From an optimization exercise on the open Yosys and OpenROAD flow, aimed at small area, a short achievable clock period and few clock cycles per item; shortcuts taken in it are not production practice.

==> inputs of run a <==
==> flow/design.v <==
module carry_norm (
    input  wire        clk,
    input  wire        rst,
    input  wire        in_valid,
    output reg         in_ready,
    input  wire [63:0] in_data,
    input  wire        in_last,
    output reg         out_valid,
    input  wire        out_ready,
    output wire [63:0] out_digit,
    output reg         out_last,
    output reg         out_err,
    output reg         out_topovf
);
    localparam [1:0] S_IDLE = 2'd0, S_RSH = 2'd1, S_ADD = 2'd2, S_DIV = 2'd3;
    reg        v0;
    reg [63:0] x0;
    reg        l0;
    reg        drop;         
    reg        cz;           
    reg        cbig;         
    reg [63:0] c;            
    reg [6:0]  odig;         
    reg        ofull;
    reg        osf1, osf2, osf3;    
    reg        ssf;                 
    reg        ofm;                 
    reg        sv;           
    reg [6:0]  sdig;
    reg        slast, serr, stop, sfull;
    reg [1:0]  st;           
    reg [6:0]  cnt;          
    reg [3:0]  dly;          
    reg        sgn;          
    reg        rb, stk;      
    reg        cy;           
    reg        vneg;         
    assign out_digit = {c[63:50] & {14{osf3}}, c[49:36] & {14{osf2}},
                        c[35:22] & {14{osf1}}, c[21:7] & {15{ofm}}, odig};
    wire accept  = in_valid && in_ready;
    wire rd      = out_valid && out_ready;
    wire room    = !(out_valid && sv);                   
    wire qempty  = !out_valid && !sv;
    wire fullpend = (out_valid && ofull) || (sv && sfull);
    wire sfpend   = (out_valid && osf2) || (sv && ssf);
    function fast_win;                  
        input [63:0] x;
        fast_win = (x[62:52] < 11'd1022) || (!x[63] && x[62:52] <= 11'd1043);
    endfunction
    function is_bad;                    
        input [63:0] x;
        is_bad = (x[62:52] == 11'd2047) || (x[62:52] > 11'd1086) ||
                 ((x[62:52] == 11'd1086) && !(x[63] && x[51:0] == 52'd0));
    endfunction
    function drain_f;
        input        v, idle, dr, rm, fp, sfp, cz_, cb, last, win, bad;
        drain_f = v && idle &&
                  (dr || (rm && (bad || (win && (cz_ || !cb) && !(last ? fp : sfp)))));
    endfunction
    wire        f_sign = x0[63];
    wire [10:0] f_exp  = x0[62:52];
    wire [52:0] f_mant = {f_exp != 11'd0, x0[51:0]};
    wire        f_tiny = (f_exp < 11'd1022);
    wire        f_win  = fast_win(x0);
    wire        f_bad  = is_bad(x0);
    wire        fast   = f_win && (cz || !cbig);
    wire        idle   = (st == S_IDLE);
    wire        drain  = drain_f(v0, idle, drop, room, fullpend, sfpend, cz, cbig, l0, f_win, f_bad);
    wire        start_slow = v0 && idle && !drop && !f_bad && !fast && qempty;
    wire [4:0]  sh5   = 5'd19 - f_exp[4:0];             
    wire [21:0] tsh   = f_mant[52:31] >> sh5;
    wire [20:0] ip    = f_tiny ? 21'd0 : tsh[21:1];
    wire        rbit  = !f_tiny && tsh[0];
    reg  [21:0] smask;
    integer k;
    always @(*)
        for (k = 0; k < 22; k = k + 1)
            smask[k] = (k <= sh5);
    wire        stkf  = (|f_mant[29:0]) || (|(f_mant[51:30] & smask));
    wire        rupf  = rbit & (stkf | ip[0]);
    wire [15:0] cadd  = cz ? 16'd0 : c[63:48];
    reg  [21:0] fv;
    reg         rc;
    integer j;
    always @(*) begin
        rc = rupf;
        for (j = 0; j < 22; j = j + 1) begin
            fv[j] = (j < 21 ? ip[j] : 1'b0) ^ (j < 16 ? cadd[j] : 1'b0) ^ rc;
            rc    = ((j < 21 ? ip[j] : 1'b0) & (j < 16 ? cadd[j] : 1'b0)) |
                    (((j < 21 ? ip[j] : 1'b0) | (j < 16 ? cadd[j] : 1'b0)) & rc);
        end
    end
    wire [15:0] fq    = fv / 22'd100;
    wire [6:0]  fr    = fv % 22'd100;
    wire        ftop  = (fv[21:7] != 15'd0) || (fv[6:0] > 7'd99);
    wire        a_bit  = ((dly == 4'd0) ? x0[0] : 1'b0) ^ sgn;
    wire        b_bit  = cz ? 1'b0 : cbig ? c[0] : (cnt[6:4] == 3'd0) && c[48];
    wire        rup_s  = rb & (stk | x0[0]);
    wire        c_in   = (cnt == 7'd0) ? (rup_s ^ sgn) : cy;
    wire        s_bit  = a_bit ^ b_bit ^ c_in;
    wire        s_cy   = (a_bit & b_bit) | (a_bit & c_in) | (b_bit & c_in);
    wire        s_64   = sgn ^ (cbig & b_bit) ^ s_cy;    
    wire        s_ovf  = (s_64 != s_bit);
    wire [63:0] vfin   = {s_bit, c[63:1]};
    wire        vtop   = vfin[63] || (|vfin[62:7]) || (vfin[6:0] > 7'd99);
    wire [7:0]  d_t    = {(cnt == 7'd0) ? 7'd0 : odig, c[63] ^ vneg};    
    wire        d_ge   = (d_t >= 8'd100);
    wire [7:0]  d_r    = d_ge ? d_t - 8'd100 : d_t;
    wire [6:0]  d_fin  = vneg ? 7'd99 - d_r[6:0] : d_r[6:0];
    wire        add_end = (st == S_ADD) && (cnt == 7'd63);
    wire        div_end = (st == S_DIV) && (cnt == 7'd63);
    reg         wr;                      
    reg  [6:0]  nd;
    reg         nlast, nerr, ntop, nfull, nsf;
    reg         pop;                     
    reg         n_drop, n_cz, n_cbig;
    always @(*) begin
        wr = 1'b0; nd = 7'd0; nlast = 1'b0; nerr = 1'b0; ntop = 1'b0; nfull = 1'b0;
        nsf = 1'b0;
        pop = 1'b0;
        n_drop = drop; n_cz = cz; n_cbig = cbig;
        if (drain) begin
            pop = 1'b1;
            if (drop) begin
                if (l0) n_drop = 1'b0;
            end else if (f_bad) begin
                wr = 1'b1; nerr = 1'b1; nlast = 1'b1;
                n_cz = 1'b1; n_cbig = 1'b0; n_drop = !l0;
            end else begin
                wr = 1'b1; nlast = l0; nfull = l0; ntop = l0 && ftop;
                nd = l0 ? fv[6:0] : fr;
                n_cz = l0; n_cbig = 1'b0;
            end
        end
        if (add_end) begin
            if (s_ovf) begin
                pop = 1'b1; wr = 1'b1; nerr = 1'b1; nlast = 1'b1;
                n_cz = 1'b1; n_cbig = 1'b0; n_drop = !l0;
            end else if (l0) begin
                pop = 1'b1; wr = 1'b1; nlast = 1'b1; nfull = 1'b1; ntop = vtop;
                nsf = 1'b1;
                nd = vfin[6:0];
                n_cz = 1'b1; n_cbig = 1'b0;
            end
        end
        if (div_end) begin
            pop = 1'b1; wr = 1'b1; nd = d_fin;
            n_cz = 1'b0; n_cbig = 1'b1;
        end
    end
    wire n_ov   = (out_valid && !rd) || sv || wr;
    wire n_sv   = (out_valid && !rd && (sv || wr)) || (sv && wr);
    wire n_keep = v0 && !pop;            
    wire n_idle = !(start_slow || (!idle && !(add_end && (s_ovf || l0)) && !div_end));
    wire [10:0] ie  = in_data[62:52];
    wire in_win = in_data[63] ? (!ie[10] && !(&ie[9:3]))
                              : (!ie[10] || (!(|ie[9:5]) && (!ie[4] || !(|ie[3:2]))));
    wire rd_n  = out_ready && out_valid;
    wire room0 = !((out_valid || wr) && (out_valid && (sv || wr)));
    wire room1 = !((sv || wr) && (sv && wr));
    wire fp0   = (out_valid && ofull) || (sv && sfull) || (wr && nfull);
    wire fp1   = (sv && sfull) || (wr && nfull);
    wire n_room = rd_n ? room1 : room0;
    wire n_fp   = rd_n ? fp1 : fp0;
    wire sfp0  = (out_valid && osf2) || (sv && ssf) || (wr && nsf);
    wire sfp1  = (sv && ssf) || (wr && nsf);
    wire n_sfp = rd_n ? sfp1 : sfp0;
    wire czb   = n_cz || !n_cbig;
    wire p_new = n_idle && (n_drop || (n_room && czb && !(in_last ? n_fp : n_sfp)));
    wire q_new = n_idle && n_drop;
    wire r_old = !n_keep || drain_f(1'b1, n_idle, n_drop, n_room, n_fp, n_sfp, n_cz, n_cbig, l0, f_win, f_bad);
    wire n_ready = (in_valid && in_ready) ? (in_win ? p_new : q_new) : r_old;
    always @(posedge clk) begin
        if (rst) begin
            v0         <= 1'b0;
            in_ready   <= 1'b1;
            drop       <= 1'b0;
            cz         <= 1'b1;
            cbig       <= 1'b0;
            st         <= S_IDLE;
            out_valid  <= 1'b0;
            sv         <= 1'b0;
        end else begin
            v0        <= accept || n_keep;
            in_ready  <= n_ready;
            drop      <= n_drop;
            cz        <= n_cz;
            cbig      <= n_cbig;
            out_valid <= n_ov;
            sv        <= n_sv;
            if (start_slow)
                st <= (f_exp >= 11'd1075) ? S_ADD : S_RSH;
            case (st)
                S_RSH: if (cnt == 7'd1) st <= S_ADD;
                S_ADD: if (add_end) st <= (s_ovf || l0) ? S_IDLE : S_DIV;
                S_DIV: if (div_end) st <= S_IDLE;
                default: ;
            endcase
        end
    end
    always @(posedge clk) begin
        if (!v0 || drain) begin
            x0 <= in_data;
            l0 <= in_last;
        end
        if (rd || !out_valid) begin
            if (sv) begin
                odig <= sdig; out_last <= slast; out_err <= serr;
                out_topovf <= stop; ofull <= sfull;
                osf1 <= ssf; osf2 <= ssf && slast; osf3 <= ssf && !serr;
                ofm <= sfull && !serr;
            end else begin
                odig <= nd; out_last <= nlast; out_err <= nerr;
                out_topovf <= ntop; ofull <= nfull;
                osf1 <= nsf; osf2 <= nsf && nlast; osf3 <= nsf && !nerr;
                ofm <= nfull && !nerr;
            end
        end
        if (wr && (sv || (out_valid && !rd))) begin
            sdig <= nd; slast <= nlast; serr <= nerr; stop <= ntop; sfull <= nfull;
            ssf <= nsf;
        end
        if (drain && !drop && !f_bad) begin
            if (l0)
                c[21:0] <= fv;
            else
                c[63:48] <= fq;
        end
        if (start_slow) begin
            x0[63:52] <= {11'd0, f_exp != 11'd0};
            sgn       <= f_sign;
            rb        <= 1'b0;
            stk       <= 1'b0;
            cnt       <= 7'd0;
            if (f_exp >= 11'd1075) begin
                dly <= f_exp[3:0] - 4'd3;                     
            end else begin
                dly <= 4'd0;
                cnt <= f_tiny ? 7'd54 : 7'd51 - f_exp[6:0];  
            end
        end
        case (st)
            S_RSH: begin
                stk <= stk | rb;
                rb  <= x0[0];
                x0  <= {1'b0, x0[63:1]};
                cnt <= cnt - 7'd1;
            end
            S_ADD: begin
                if (dly == 4'd0)
                    x0 <= {1'b0, x0[63:1]};
                else
                    dly <= dly - 4'd1;
                c    <= vfin;
                cy   <= s_cy;
                cnt  <= add_end ? 7'd0 : cnt + 7'd1;
                vneg <= s_bit;
            end
            S_DIV: begin
                c   <= {c[62:0], d_ge ^ vneg};
                if (!div_end)
                    odig <= d_r[6:0];
                cnt <= cnt + 7'd1;
            end
            default: ;
        endcase
    end
endmodule
==> flow/flow/run.sh <==
#!/bin/bash
# The standard layout, with a plain small buffer (buf_1) on each port
# instead of the flow's default port buffer. Everything else is unchanged.
set -euo pipefail
bash standard.sh "BUFFER_PORTS_ARGS=-buffer_cell sky130_fd_sc_hd__buf_1" finish > standard.log 2>&1
==> flow/standard.sh <==
#!/bin/bash
# synth_recipe.tcl (not shown) runs the flow's synth.tcl, then flattens the netlist and writes it again
# the make line also repeats each setting of config.mk as NAME=value (left out here)
make -C /OpenROAD-flow-scripts/flow DESIGN_CONFIG=/design/flow/config.mk WORK_HOME=/design/flow/orfs CLKGATE_MAP_FILE= SYNTH_SCRIPT=/design/flow/synth_recipe.tcl "${@:-finish}"
==> flow/config.mk <==
export PLATFORM = sky130hd
export DESIGN_NAME = carry_norm
export DESIGN_NICKNAME = carry_norm
export VERILOG_FILES = /design/flow/design.v
export SDC_FILE = /design/flow/constraint.sdc
export NUM_CORES = 4
export LEC_CHECK = 0
export ABC_AREA = 1
export CAP_MARGIN = 20
export CORE_MARGIN = 2
export CORE_UTILIZATION = 40
export SETUP_SLACK_MARGIN = 2
export SLEW_MARGIN = 20
==> flow/constraint.sdc <==
create_clock -name core_clock -period 100.0 [get_ports {clk}]
set_input_delay 20.0000 -clock core_clock [delete_from_list [all_inputs] [get_ports {clk}]]
set_output_delay 20.0000 -clock core_clock [all_outputs]
set_load 0.01 [all_outputs]
==> inputs of run b, as changes to run a <==
--- a/flow/design.v
+++ b/flow/design.v
@@ -19,12 +19,11 @@
     reg        drop;         
     reg        cz;           
     reg        cbig;         
+    reg [15:0] cs;           
     reg [63:0] c;            
     reg [6:0]  odig;         
     reg        ofull;
-    reg        osf1, osf2, osf3;    
-    reg        ssf;                 
-    reg        ofm;                 
+    reg        omk1, omk2, omk3;    
     reg        sv;           
     reg [6:0]  sdig;
     reg        slast, serr, stop, sfull;
@@ -35,14 +34,13 @@
     reg        rb, stk;      
     reg        cy;           
     reg        vneg;         
-    assign out_digit = {c[63:50] & {14{osf3}}, c[49:36] & {14{osf2}},
-                        c[35:22] & {14{osf1}}, c[21:7] & {15{ofm}}, odig};
+    assign out_digit = {c[63:50] & {14{omk3}}, c[49:36] & {14{omk2}},
+                        c[35:22] & {14{omk1}}, c[21:7] & {15{ofull}}, odig};
     wire accept  = in_valid && in_ready;
     wire rd      = out_valid && out_ready;
     wire room    = !(out_valid && sv);                   
     wire qempty  = !out_valid && !sv;
     wire fullpend = (out_valid && ofull) || (sv && sfull);
-    wire sfpend   = (out_valid && osf2) || (sv && ssf);
     function fast_win;                  
         input [63:0] x;
         fast_win = (x[62:52] < 11'd1022) || (!x[63] && x[62:52] <= 11'd1043);
@@ -53,9 +51,9 @@
                  ((x[62:52] == 11'd1086) && !(x[63] && x[51:0] == 52'd0));
     endfunction
     function drain_f;
-        input        v, idle, dr, rm, fp, sfp, cz_, cb, last, win, bad;
+        input        v, idle, dr, rm, fp, cz_, cb, last, win, bad;
         drain_f = v && idle &&
-                  (dr || (rm && (bad || (win && (cz_ || !cb) && !(last ? fp : sfp)))));
+                  (dr || (rm && (bad || (win && (cz_ || !cb) && !(last && fp)))));
     endfunction
     wire        f_sign = x0[63];
     wire [10:0] f_exp  = x0[62:52];
@@ -65,7 +63,7 @@
     wire        f_bad  = is_bad(x0);
     wire        fast   = f_win && (cz || !cbig);
     wire        idle   = (st == S_IDLE);
-    wire        drain  = drain_f(v0, idle, drop, room, fullpend, sfpend, cz, cbig, l0, f_win, f_bad);
+    wire        drain  = drain_f(v0, idle, drop, room, fullpend, cz, cbig, l0, f_win, f_bad);
     wire        start_slow = v0 && idle && !drop && !f_bad && !fast && qempty;
     wire [4:0]  sh5   = 5'd19 - f_exp[4:0];             
     wire [21:0] tsh   = f_mant[52:31] >> sh5;
@@ -78,7 +76,7 @@
             smask[k] = (k <= sh5);
     wire        stkf  = (|f_mant[29:0]) || (|(f_mant[51:30] & smask));
     wire        rupf  = rbit & (stkf | ip[0]);
-    wire [15:0] cadd  = cz ? 16'd0 : c[63:48];
+    wire [15:0] cadd  = cz ? 16'd0 : cs;
     reg  [21:0] fv;
     reg         rc;
     integer j;
@@ -94,7 +92,7 @@
     wire [6:0]  fr    = fv % 22'd100;
     wire        ftop  = (fv[21:7] != 15'd0) || (fv[6:0] > 7'd99);
     wire        a_bit  = ((dly == 4'd0) ? x0[0] : 1'b0) ^ sgn;
-    wire        b_bit  = cz ? 1'b0 : cbig ? c[0] : (cnt[6:4] == 3'd0) && c[48];
+    wire        b_bit  = cz ? 1'b0 : cbig ? c[0] : (cnt[6:4] == 3'd0) && cs[cnt[3:0]];
     wire        rup_s  = rb & (stk | x0[0]);
     wire        c_in   = (cnt == 7'd0) ? (rup_s ^ sgn) : cy;
     wire        s_bit  = a_bit ^ b_bit ^ c_in;
@@ -103,7 +101,7 @@
     wire        s_ovf  = (s_64 != s_bit);
     wire [63:0] vfin   = {s_bit, c[63:1]};
     wire        vtop   = vfin[63] || (|vfin[62:7]) || (vfin[6:0] > 7'd99);
-    wire [7:0]  d_t    = {(cnt == 7'd0) ? 7'd0 : odig, c[63] ^ vneg};    
+    wire [7:0]  d_t    = {cs[6:0], c[63] ^ vneg};
     wire        d_ge   = (d_t >= 8'd100);
     wire [7:0]  d_r    = d_ge ? d_t - 8'd100 : d_t;
     wire [6:0]  d_fin  = vneg ? 7'd99 - d_r[6:0] : d_r[6:0];
@@ -111,12 +109,11 @@
     wire        div_end = (st == S_DIV) && (cnt == 7'd63);
     reg         wr;                      
     reg  [6:0]  nd;
-    reg         nlast, nerr, ntop, nfull, nsf;
+    reg         nlast, nerr, ntop, nfull;
     reg         pop;                     
     reg         n_drop, n_cz, n_cbig;
     always @(*) begin
         wr = 1'b0; nd = 7'd0; nlast = 1'b0; nerr = 1'b0; ntop = 1'b0; nfull = 1'b0;
-        nsf = 1'b0;
         pop = 1'b0;
         n_drop = drop; n_cz = cz; n_cbig = cbig;
         if (drain) begin
@@ -138,7 +135,6 @@
                 n_cz = 1'b1; n_cbig = 1'b0; n_drop = !l0;
             end else if (l0) begin
                 pop = 1'b1; wr = 1'b1; nlast = 1'b1; nfull = 1'b1; ntop = vtop;
-                nsf = 1'b1;
                 nd = vfin[6:0];
                 n_cz = 1'b1; n_cbig = 1'b0;
             end
@@ -150,26 +146,17 @@
     end
     wire n_ov   = (out_valid && !rd) || sv || wr;
     wire n_sv   = (out_valid && !rd && (sv || wr)) || (sv && wr);
+    wire n_room = !(n_ov && n_sv);
+    wire n_fp   = (out_valid && !rd && ofull) || (sv && sfull) || (wr && nfull);
     wire n_keep = v0 && !pop;            
     wire n_idle = !(start_slow || (!idle && !(add_end && (s_ovf || l0)) && !div_end));
-    wire [10:0] ie  = in_data[62:52];
-    wire in_win = in_data[63] ? (!ie[10] && !(&ie[9:3]))
-                              : (!ie[10] || (!(|ie[9:5]) && (!ie[4] || !(|ie[3:2]))));
-    wire rd_n  = out_ready && out_valid;
-    wire room0 = !((out_valid || wr) && (out_valid && (sv || wr)));
-    wire room1 = !((sv || wr) && (sv && wr));
-    wire fp0   = (out_valid && ofull) || (sv && sfull) || (wr && nfull);
-    wire fp1   = (sv && sfull) || (wr && nfull);
-    wire n_room = rd_n ? room1 : room0;
-    wire n_fp   = rd_n ? fp1 : fp0;
-    wire sfp0  = (out_valid && osf2) || (sv && ssf) || (wr && nsf);
-    wire sfp1  = (sv && ssf) || (wr && nsf);
-    wire n_sfp = rd_n ? sfp1 : sfp0;
-    wire czb   = n_cz || !n_cbig;
-    wire p_new = n_idle && (n_drop || (n_room && czb && !(in_last ? n_fp : n_sfp)));
-    wire q_new = n_idle && n_drop;
-    wire r_old = !n_keep || drain_f(1'b1, n_idle, n_drop, n_room, n_fp, n_sfp, n_cz, n_cbig, l0, f_win, f_bad);
-    wire n_ready = (in_valid && in_ready) ? (in_win ? p_new : q_new) : r_old;
+    wire in_win    = (in_data[62:52] <= 11'd1043) &&
+                     (!in_data[63] || in_data[62:52] < 11'd1022);
+    wire drain_new = n_idle && (n_drop || (n_room && in_win && (n_cz || !n_cbig) &&
+                                           !(in_last && n_fp)));
+    wire drain_old = drain_f(1'b1, n_idle, n_drop, n_room, n_fp, n_cz, n_cbig, l0,
+                             f_win, f_bad);
+    wire n_ready   = accept ? drain_new : (!n_keep || drain_old);
     always @(posedge clk) begin
         if (rst) begin
             v0         <= 1'b0;
@@ -199,7 +186,7 @@
         end
     end
     always @(posedge clk) begin
-        if (!v0 || drain) begin
+        if (in_ready) begin
             x0 <= in_data;
             l0 <= in_last;
         end
@@ -207,24 +194,23 @@
             if (sv) begin
                 odig <= sdig; out_last <= slast; out_err <= serr;
                 out_topovf <= stop; ofull <= sfull;
-                osf1 <= ssf; osf2 <= ssf && slast; osf3 <= ssf && !serr;
-                ofm <= sfull && !serr;
+                omk1 <= sfull && slast; omk2 <= sfull && !serr;
+                omk3 <= sfull && slast && !serr;
             end else begin
                 odig <= nd; out_last <= nlast; out_err <= nerr;
                 out_topovf <= ntop; ofull <= nfull;
-                osf1 <= nsf; osf2 <= nsf && nlast; osf3 <= nsf && !nerr;
-                ofm <= nfull && !nerr;
+                omk1 <= nfull && nlast; omk2 <= nfull && !nerr;
+                omk3 <= nfull && nlast && !nerr;
             end
         end
         if (wr && (sv || (out_valid && !rd))) begin
             sdig <= nd; slast <= nlast; serr <= nerr; stop <= ntop; sfull <= nfull;
-            ssf <= nsf;
         end
         if (drain && !drop && !f_bad) begin
             if (l0)
-                c[21:0] <= fv;
+                c <= {42'd0, fv};
             else
-                c[63:48] <= fq;
+                cs <= fq;
         end
         if (start_slow) begin
             x0[63:52] <= {11'd0, f_exp != 11'd0};
@@ -255,11 +241,12 @@
                 cy   <= s_cy;
                 cnt  <= add_end ? 7'd0 : cnt + 7'd1;
                 vneg <= s_bit;
+                if (add_end)
+                    cs <= 16'd0;
             end
             S_DIV: begin
                 c   <= {c[62:0], d_ge ^ vneg};
-                if (!div_end)
-                    odig <= d_r[6:0];
+                cs  <= {9'd0, d_r[6:0]};
                 cnt <= cnt + 7'd1;
             end
             default: ;
==> flow/run.sh (new file) <==
#!/bin/bash
# synth_recipe.tcl (not shown) runs the flow's synth.tcl, then flattens the netlist and writes it again
# the make line also repeats each setting of config.mk as NAME=value (left out here)
make -C /OpenROAD-flow-scripts/flow DESIGN_CONFIG=/design/flow/config.mk WORK_HOME=/design/flow/orfs CLKGATE_MAP_FILE= SYNTH_SCRIPT=/design/flow/synth_recipe.tcl finish
--- a/flow/config.mk
+++ b/flow/config.mk
@@ -9,5 +9,6 @@
 export CAP_MARGIN = 20
 export CORE_MARGIN = 2
 export CORE_UTILIZATION = 40
+export CTS_BUF_LIST = sky130_fd_sc_hd__clkbuf_4 sky130_fd_sc_hd__clkbuf_8
 export SETUP_SLACK_MARGIN = 2
 export SLEW_MARGIN = 20
removed: flow/flow/run.sh
removed: flow/standard.sh
==> flow_summary.yaml <==
detailed_routing:
  wire_per_inst_um: 15.94
  viasPerCell: 5.407
final_layout:
  design.seq.count: 181
  layout_common_cells: "482 x nand2_1, 291 x inv_1, 222 x o21ai_0"
  seq_area_frac: 0.2839
place:
  placed_area_um2: 15600
run_status:
  status: "finished clean"
The numbers above come from run a.

==> flow_summary.yaml <==
run_status:
  status: "finished clean"
synth:
  postSynthRegisterBits: 195
  netlist_area_um2: 14940
place:
  placed_area_um2: 16730
detailed_routing:
  viasPerCell: 5.351
  wire_per_inst_um: 15.81
final_layout:
  seq_area_frac: 0.2877
  design.seq.count: 195
  layout_common_cells: "498 x nand2_1, 328 x inv_1, 184 x o21ai_0"
The numbers above come from run b.

No run of this note included a check of the RTL's function; only the layout flow was run.

## what the ideal ports hide
Ports are ideal in the flow. The routed layouts listed here were re-timed in OpenROAD.
Step 1, drivers: a clkbuf_16 drives clk and a buf_2 each remaining input, both assumed.
Step 2, shift: input delay + t, output delay - t, t = (earliest + latest rising clock arrival at the registers) / 2. This alone moves slack from input paths to output paths.
a / b / c = no drivers / after step 1 / after step 2; a / b = the first two.
run	t (ns)	setup WS [ns]	hold slack, ns
run a	0.504	78.351 / 78.298 / 77.879	0.469 / 0.469 / 0.469
run b	0.550	78.004 / 77.959 / 77.983	0.478 / 0.478 / 0.478
After both steps every run listed still meets setup and hold. The setup slack of run a, which loses most, moves by -0.053 ns with the drivers and by -0.472 ns with both steps.
